From an optimization exercise on the open Yosys and OpenROAD flow, aimed at small area and few clock cycles; shortcuts taken in it are not production practice.
The RTL was checked by simulation tests, not by an equivalence proof against the original design.
Power and IR drop assume default switching activity.

==> trial 67 <==
==> flow/design.v <==
module mpd_core (
    input  wire        clk,
    input  wire        rst,         
    input  wire        step,        
    input  wire        load,        
    input  wire [8:0]  load_len,
    input  wire [7:0]  sw,          
    output wire        ready,
    output wire [7:0]  imem_addr,
    input  wire [15:0] imem_data,
    output wire [7:0]  rs_out,
    output wire        halted,
    input  wire [4:0]  dbg_sel,
    output reg  [7:0]  dbg_data
);
    reg [7:0] r0, r1, r2, r3, ac, pc, rs, sp;
    reg [7:0] mem [0:15];
    reg       zf;
    reg [8:0] len;          
    assign ready     = 1'b1;
    assign imem_addr = pc;
    assign rs_out    = rs;
    assign halted    = ({1'b0, pc} >= len);
    wire [4:0] op   = imem_data[12:8];
    wire [3:0] dn   = imem_data[7:4];
    wire [3:0] sn   = imem_data[3:0];
    wire [7:0] data = imem_data[7:0];
    wire d_ok = ~dn[3];
    wire s_ok = ~sn[3];
    wire [2:0] di = dn[2:0];
    wire op_add = (op == 5'h00), op_sub = (op == 5'h01), op_inc = (op == 5'h02),
         op_dec = (op == 5'h03), op_cpl = (op == 5'h04), op_and = (op == 5'h05),
         op_or  = (op == 5'h06), op_xor = (op == 5'h07), op_rr  = (op == 5'h08),
         op_rl  = (op == 5'h09), op_call = (op == 5'h16), op_ret = (op == 5'h17),
         op_jz  = (op == 5'h18), op_store = (op == 5'h19), op_load = (op == 5'h1A),
         op_out = (op == 5'h1B), op_in  = (op == 5'h1C), op_set = (op == 5'h1D),
         op_jmp = (op == 5'h1E), op_mov = (op == 5'h1F);
    wire alu2 = op_add | op_sub | op_and | op_or | op_xor;
    wire alu1 = op_inc | op_dec | op_cpl | op_rr | op_rl;
    wire alu_do = (alu2 & d_ok & s_ok) | (alu1 & d_ok);
    wire [7:0] pc_inc = pc + 8'd1;
    reg [2:0] asel, bsel;
    always @(*) begin
        if (op_mov | op_store) asel = sn[2:0];
        else if (op_out)       asel = 3'd4;
        else if (op_call)      asel = 3'd5;
        else if (op_ret)       asel = 3'd7;
        else                   asel = di;
        if (op_store | alu1)   bsel = di;
        else                   bsel = sn[2:0];
    end
    function [7:0] rdreg(input [2:0] i, input [7:0] q0, input [7:0] q1, input [7:0] q2,
                         input [7:0] q3, input [7:0] q4, input [7:0] q5, input [7:0] q6,
                         input [7:0] q7);
        case (i)
            3'd0: rdreg = q0; 3'd1: rdreg = q1; 3'd2: rdreg = q2; 3'd3: rdreg = q3;
            3'd4: rdreg = q4; 3'd5: rdreg = q5; 3'd6: rdreg = q6; default: rdreg = q7;
        endcase
    endfunction
    function [7:0] ohsel(input [7:0] oh, input [7:0] q0, input [7:0] q1, input [7:0] q2,
                         input [7:0] q3, input [7:0] q4, input [7:0] q5, input [7:0] q6,
                         input [7:0] q7);
        ohsel = ({8{oh[0]}} & q0) | ({8{oh[1]}} & q1) | ({8{oh[2]}} & q2) | ({8{oh[3]}} & q3) |
                ({8{oh[4]}} & q4) | ({8{oh[5]}} & q5) | ({8{oh[6]}} & q6) | ({8{oh[7]}} & q7);
    endfunction
    wire [7:0] aoh = 8'd1 << asel;
    wire [7:0] boh = 8'd1 << bsel;
    wire [7:0] a = ohsel(aoh, r0, r1, r2, r3, ac, pc_inc, rs, sp);
    wire [7:0] b = ohsel(boh, r0, r1, r2, r3, ac, pc_inc, rs, sp);
    wire use_b = op_add | op_sub | op_rl | op_xor | op_or | op_and;
    wire inv   = op_sub | op_dec | op_cpl;
    wire cin   = op_sub | op_inc;
    wire kill  = op_xor | op_cpl;
    wire [7:0] y = (b & {8{use_b}}) ^ {8{inv}};
    wire [7:0] p = a ^ y;
    wire [7:0] g = a & y;
    wire [8:0] c;
    assign c[0] = cin;
    genvar k;
    generate
        for (k = 0; k < 8; k = k + 1) begin : g_cy
            assign c[k+1] = g[k] | (p[k] & c[k]);
        end
    endgenerate
    wire [7:0] cc = op_or ? g : kill ? 8'h00 : c[7:0];
    wire [7:0] s  = p ^ cc;
    wire [7:0] r  = op_and ? g : op_rr ? {1'b0, a[7:1]} : s;
    wire [7:0] mrd = mem[b[3:0]];
    wire [7:0] wv = op_load ? mrd : op_set ? data : op_in ? sw : r;
    wire [7:0] wd = rst ? 8'h00 : wv;
    wire do_step = step & ~load & ~halted;    
    wire rf_we = alu_do | ((op_mov | op_load) & d_ok & s_ok) | op_set | op_in | op_out | op_call;
    reg [2:0] widx;
    always @(*) begin
        if (op_set | op_in) widx = 3'd4;
        else if (op_out)    widx = 3'd6;
        else if (op_call)   widx = 3'd7;
        else                widx = di;
    end
    wire we = do_step & rf_we;
    wire pc_wv   = (we & (widx == 3'd5)) | (do_step & op_ret);
    wire pc_data = do_step & (op_jmp | op_call | (op_jz & zf));
    always @(posedge clk) begin
        if (rst | (we & (widx == 3'd0))) r0 <= wd;
        if (rst | (we & (widx == 3'd1))) r1 <= wd;
        if (rst | (we & (widx == 3'd2))) r2 <= wd;
        if (rst | (we & (widx == 3'd3))) r3 <= wd;
        if (rst | (we & (widx == 3'd4))) ac <= wd;
        if (rst | (we & (widx == 3'd6))) rs <= wd;
        if (rst | (we & (widx == 3'd7))) sp <= wd;
        if (rst | load | do_step)
            pc <= (rst | load) ? 8'h00 : pc_data ? data : pc_wv ? wv : pc_inc;
        if (rst | (do_step & alu_do))
            zf <= ~rst & (r == 8'h00);
        if (~rst & load)
            len <= load_len;
    end
    wire m_we = do_step & op_store & d_ok & s_ok;
    integer i;
    always @(posedge clk) begin
        for (i = 0; i < 16; i = i + 1)
            if (rst | (m_we & (b[3:0] == i)))
                mem[i] <= wd;
    end
    always @(*) begin
        case (dbg_sel[4:3])
            2'b00:   dbg_data = rdreg(dbg_sel[2:0], r0, r1, r2, r3, ac, pc, rs, sp);
            2'b01: begin
                case (dbg_sel[2:0])
                    3'd0:    dbg_data = {7'b0, zf};
                    3'd1:    dbg_data = len[7:0];
                    3'd2:    dbg_data = {7'b0, len[8]};
                    default: dbg_data = 8'h00;
                endcase
            end
            default: dbg_data = mem[dbg_sel[3:0]];
        endcase
    end
endmodule
==> flow/flow/run.sh <==
#!/bin/bash
# Layout flow: the standard flow (standard.sh) with
#  - synthesis mapped for area by ABC (&deepsyn, then the &nf mapper;
#    flow/synth.tcl, flow/abc_area_nf.script),
#  - ports buffered with the smallest buffer, sky130_fd_sc_hd__buf_1,
#  - a clock tree of small clock buffers and no dummy loads.
# ORFS writes each step's full log under orfs/logs/; make's own output goes
# to flow_make.log in the work folder.
set -uo pipefail
W=$PWD
CTS_OPTS=${CTS_OPTS:--buf_list sky130_fd_sc_hd__clkbuf_4 -sink_clustering_size 8 -sink_clustering_max_diameter 50}
bash standard.sh \
  SYNTH_SCRIPT="$W/flow/synth.tcl" \
  BUFFER_PORTS_ARGS="-buffer_cell sky130_fd_sc_hd__buf_1" \
  CTS_ARGS="-sink_clustering_enable -repair_clock_nets -dont_use_dummy_load $CTS_OPTS" \
  finish > "$W/flow_make.log" 2>&1
==> flow/flow/abc_area_nf.script <==
&get -n
&st
&deepsyn -T 60
&dch -f
&nf -R 1000 -C 32
&put
==> flow/flow/synth.tcl <==
# The standard flow's synthesis (synth_recipe.tcl in the work folder), with one change:
# the final technology mapping runs ABC with abc_area_nf.script (&deepsyn and
# the &nf area mapper) instead of ORFS's abc_area.script. Everything else, and so
# every register, stays as the standard synthesis makes it.
set flow_dir [file dirname [file normalize [info script]]]
set ::my_abc_script [file join $flow_dir abc_area_nf.script]
proc abc {args} {
  set i [lsearch -exact $args -script]
  if { $i >= 0 } { lset args [expr {$i + 1}] $::my_abc_script }
  yosys abc {*}$args
}
source [file join [file dirname $flow_dir] synth_recipe.tcl]
==> flow/standard.sh <==
#!/bin/bash
# synth_recipe.tcl (not shown) runs the flow's synth.tcl, then flattens the netlist and writes it again
# the make line also repeats each setting of config.mk as NAME=value (left out here)
make -C /OpenROAD-flow-scripts/flow DESIGN_CONFIG=/design/flow/config.mk WORK_HOME=/design/flow/orfs CLKGATE_MAP_FILE= SYNTH_SCRIPT=/design/flow/synth_recipe.tcl "${@:-finish}"
==> flow/config.mk <==
export PLATFORM = sky130hd
export DESIGN_NAME = mpd_core
export DESIGN_NICKNAME = mpd_core
export VERILOG_FILES = /design/flow/design.v
export SDC_FILE = /design/flow/constraint.sdc
export NUM_CORES = 4
export LEC_CHECK = 0
export ABC_AREA = 1
export CAP_MARGIN = 20
export CORE_MARGIN = 2
export CORE_UTILIZATION = 55
export GPL_TIMING_DRIVEN = 0
export SETUP_SLACK_MARGIN = 0.4
export SLEW_MARGIN = 20
==> flow/constraint.sdc <==
create_clock -name core_clock -period 8.0 [get_ports {clk}]
set_input_delay 1.6000 -clock core_clock [delete_from_list [all_inputs] [get_ports {clk}]]
set_output_delay 1.6000 -clock core_clock [all_outputs]
set_load 0.01 [all_outputs]
==> inputs of build 64, as changes to trial 67 <==
--- a/flow/design.v
+++ b/flow/design.v
@@ -58,14 +58,6 @@
         endcase
     endfunction
-    function [7:0] ohsel(input [7:0] oh, input [7:0] q0, input [7:0] q1, input [7:0] q2,
-                         input [7:0] q3, input [7:0] q4, input [7:0] q5, input [7:0] q6,
-                         input [7:0] q7);
-        ohsel = ({8{oh[0]}} & q0) | ({8{oh[1]}} & q1) | ({8{oh[2]}} & q2) | ({8{oh[3]}} & q3) |
-                ({8{oh[4]}} & q4) | ({8{oh[5]}} & q5) | ({8{oh[6]}} & q6) | ({8{oh[7]}} & q7);
-    endfunction
-    wire [7:0] aoh = 8'd1 << asel;
-    wire [7:0] boh = 8'd1 << bsel;
-    wire [7:0] a = ohsel(aoh, r0, r1, r2, r3, ac, pc_inc, rs, sp);
-    wire [7:0] b = ohsel(boh, r0, r1, r2, r3, ac, pc_inc, rs, sp);
+    wire [7:0] a = rdreg(asel, r0, r1, r2, r3, ac, pc_inc, rs, sp);
+    wire [7:0] b = rdreg(bsel, r0, r1, r2, r3, ac, pc_inc, rs, sp);
     wire use_b = op_add | op_sub | op_rl | op_xor | op_or | op_and;
     wire inv   = op_sub | op_dec | op_cpl;
@@ -89,5 +81,5 @@
     wire [7:0] wv = op_load ? mrd : op_set ? data : op_in ? sw : r;
     wire [7:0] wd = rst ? 8'h00 : wv;
-    wire do_step = step & ~load & ~halted;    
+    wire do_step = step & ~halted;
     wire rf_we = alu_do | ((op_mov | op_load) & d_ok & s_ok) | op_set | op_in | op_out | op_call;
     reg [2:0] widx;
==> flow/flow/run.sh (replaced) <==
#!/bin/bash
# Layout flow: the standard flow (standard.sh) with
#  - synthesis mapped by ABC's &nf area mapper (flow/synth.tcl),
#  - ports buffered with the smallest buffer, sky130_fd_sc_hd__buf_1,
#  - a clock tree of small clock buffers and no dummy loads.
# ORFS writes each step's full log under orfs/logs/; make's own output goes
# to flow_make.log in the work folder.
set -uo pipefail
W=$PWD
CTS_BUFS=${CTS_BUFS:-sky130_fd_sc_hd__clkbuf_4}
bash standard.sh \
  SYNTH_SCRIPT="$W/flow/synth.tcl" \
  BUFFER_PORTS_ARGS="-buffer_cell sky130_fd_sc_hd__buf_1" \
  CTS_ARGS="-sink_clustering_enable -repair_clock_nets -dont_use_dummy_load -buf_list $CTS_BUFS" \
  finish > "$W/flow_make.log" 2>&1
==> flow/flow/abc_area_nf.script (replaced) <==
&get -n
&st
&dch -f
&nf -R 1000 -C 32
&put
--- a/flow/flow/synth.tcl
+++ b/flow/flow/synth.tcl
@@ -1,5 +1,5 @@
 # The standard flow's synthesis (synth_recipe.tcl in the work folder), with one change:
-# the final technology mapping runs ABC with abc_area_nf.script (&deepsyn and
-# the &nf area mapper) instead of ORFS's abc_area.script. Everything else, and so
+# the final technology mapping runs ABC with abc_area_nf.script (the &nf
+# area mapper) instead of ORFS's abc_area.script. Everything else, and so
 # every register, stays as the standard synthesis makes it.
 set flow_dir [file dirname [file normalize [info script]]]
--- a/flow/config.mk
+++ b/flow/config.mk
@@ -9,6 +9,4 @@
 export CAP_MARGIN = 20
 export CORE_MARGIN = 2
-export CORE_UTILIZATION = 55
-export GPL_TIMING_DRIVEN = 0
-export SETUP_SLACK_MARGIN = 0.4
+export CORE_UTILIZATION = 40
 export SLEW_MARGIN = 20
==> comparison table <==
| item | build 64 | trial 67 |
|---|---|---|
| Internal | 1.94 mW | 1.75 mW |
| Number of signal-net inverters in the final layout | 17 | 14 |
| Combinational power | 0.755 mW | 0.640 mW |
| Mux share of post-synthesis cell area | 0.981% | 1.18% |
| Cts bufs inserted | 51 | 31 |
| Logic depth of the worst path, buffers included | 31 | 27 |
| First-pass GRT wire length | 57700 um | 60700 um |
| Slowest library cell on the worst path | sky130_fd_sc_hd__nor2b_4 | sky130_fd_sc_hd__nor2_2 |
| Period utilisation layout | 92.4% | 93.0% |
| Sum of routed wire length over all layers | 39300 um | 43200 um |
| Clk_buf instances | 51 | 31 |
| Vertical die dimension | 166 um | 141 um |
| Instance count along the most critical hold path | 4 | 1 |
| Power density over cell area | 234 nW/um^2 | 235 nW/um^2 |
| Clk slew on worst S/H paths | 70 ps | 90 ps |
| Status | complete, no violations | complete, no violations |
| Cell variety after synth | 48 | 50 |
| Multi-input gate area in the final layout | 4370 um^2 | 4370 um^2 |
| Share of layout cells above drive strength 1 | 16.1% | 9.85% |
| Proportion of netlist area held by the largest area contributor | 58.0% | 59.0% |
| Ratio of routed vias to standard cells | 6.60 | 8.24 |
| Buffers excl. clock | 179 | 84 |
| Vias in the first global route | 9239 | 9060 |
| Clock network fraction of design power | 21.7% | 19.5% |
| Post-synthesis share of cell area spent on xor and xnor gates | 1.76% | 0.596% |
| Number of cell instances on the worst register-to-register path | 24 | 13 |
| Cell area after technology mapping | 10500 um^2 | 10300 um^2 |
Testbench counts of trial 67, summed over its fixed seeds: cycles 16,064.
Testbench counts of build 64, summed over its fixed seeds: cycles 16,064.

[what the ideal ports hide]
In the flow no input, the clock included, has a driving cell. The finished layouts below were timed again as built, in two steps. Step 1 assumes that a clkbuf_16 drives the clock port and a buf_2 every other input. Step 2 also shifts input and output timing later by t, the mid clock arrival at the registers, as if the neighbouring blocks saw the same clock. Slacks: no drivers / after step 1 / after step 2; pairs: no drivers / after step 1.
run | t, ns | slack for setup (ns) | hold slack, ns | worst setup path after step 2 | slew at the worst register clock pin (ns)
trial 67 | 0.718 | 0.557 / 0.571 / -0.147 | 0.875 / 0.875 / 0.875 | input to register | 0.11 / 0.11
build 64 | 0.654 | 0.606 / 0.631 / -0.023 | 1.037 / 1.037 / 1.037 | input to register | 0.07 / 0.07
With both steps, setup timing fails in trial 67 and build 64, where it was met with ideal ports. The setup slack of trial 67, which loses most, moves by +0.014 ns with the drivers and by -0.704 ns with both steps.
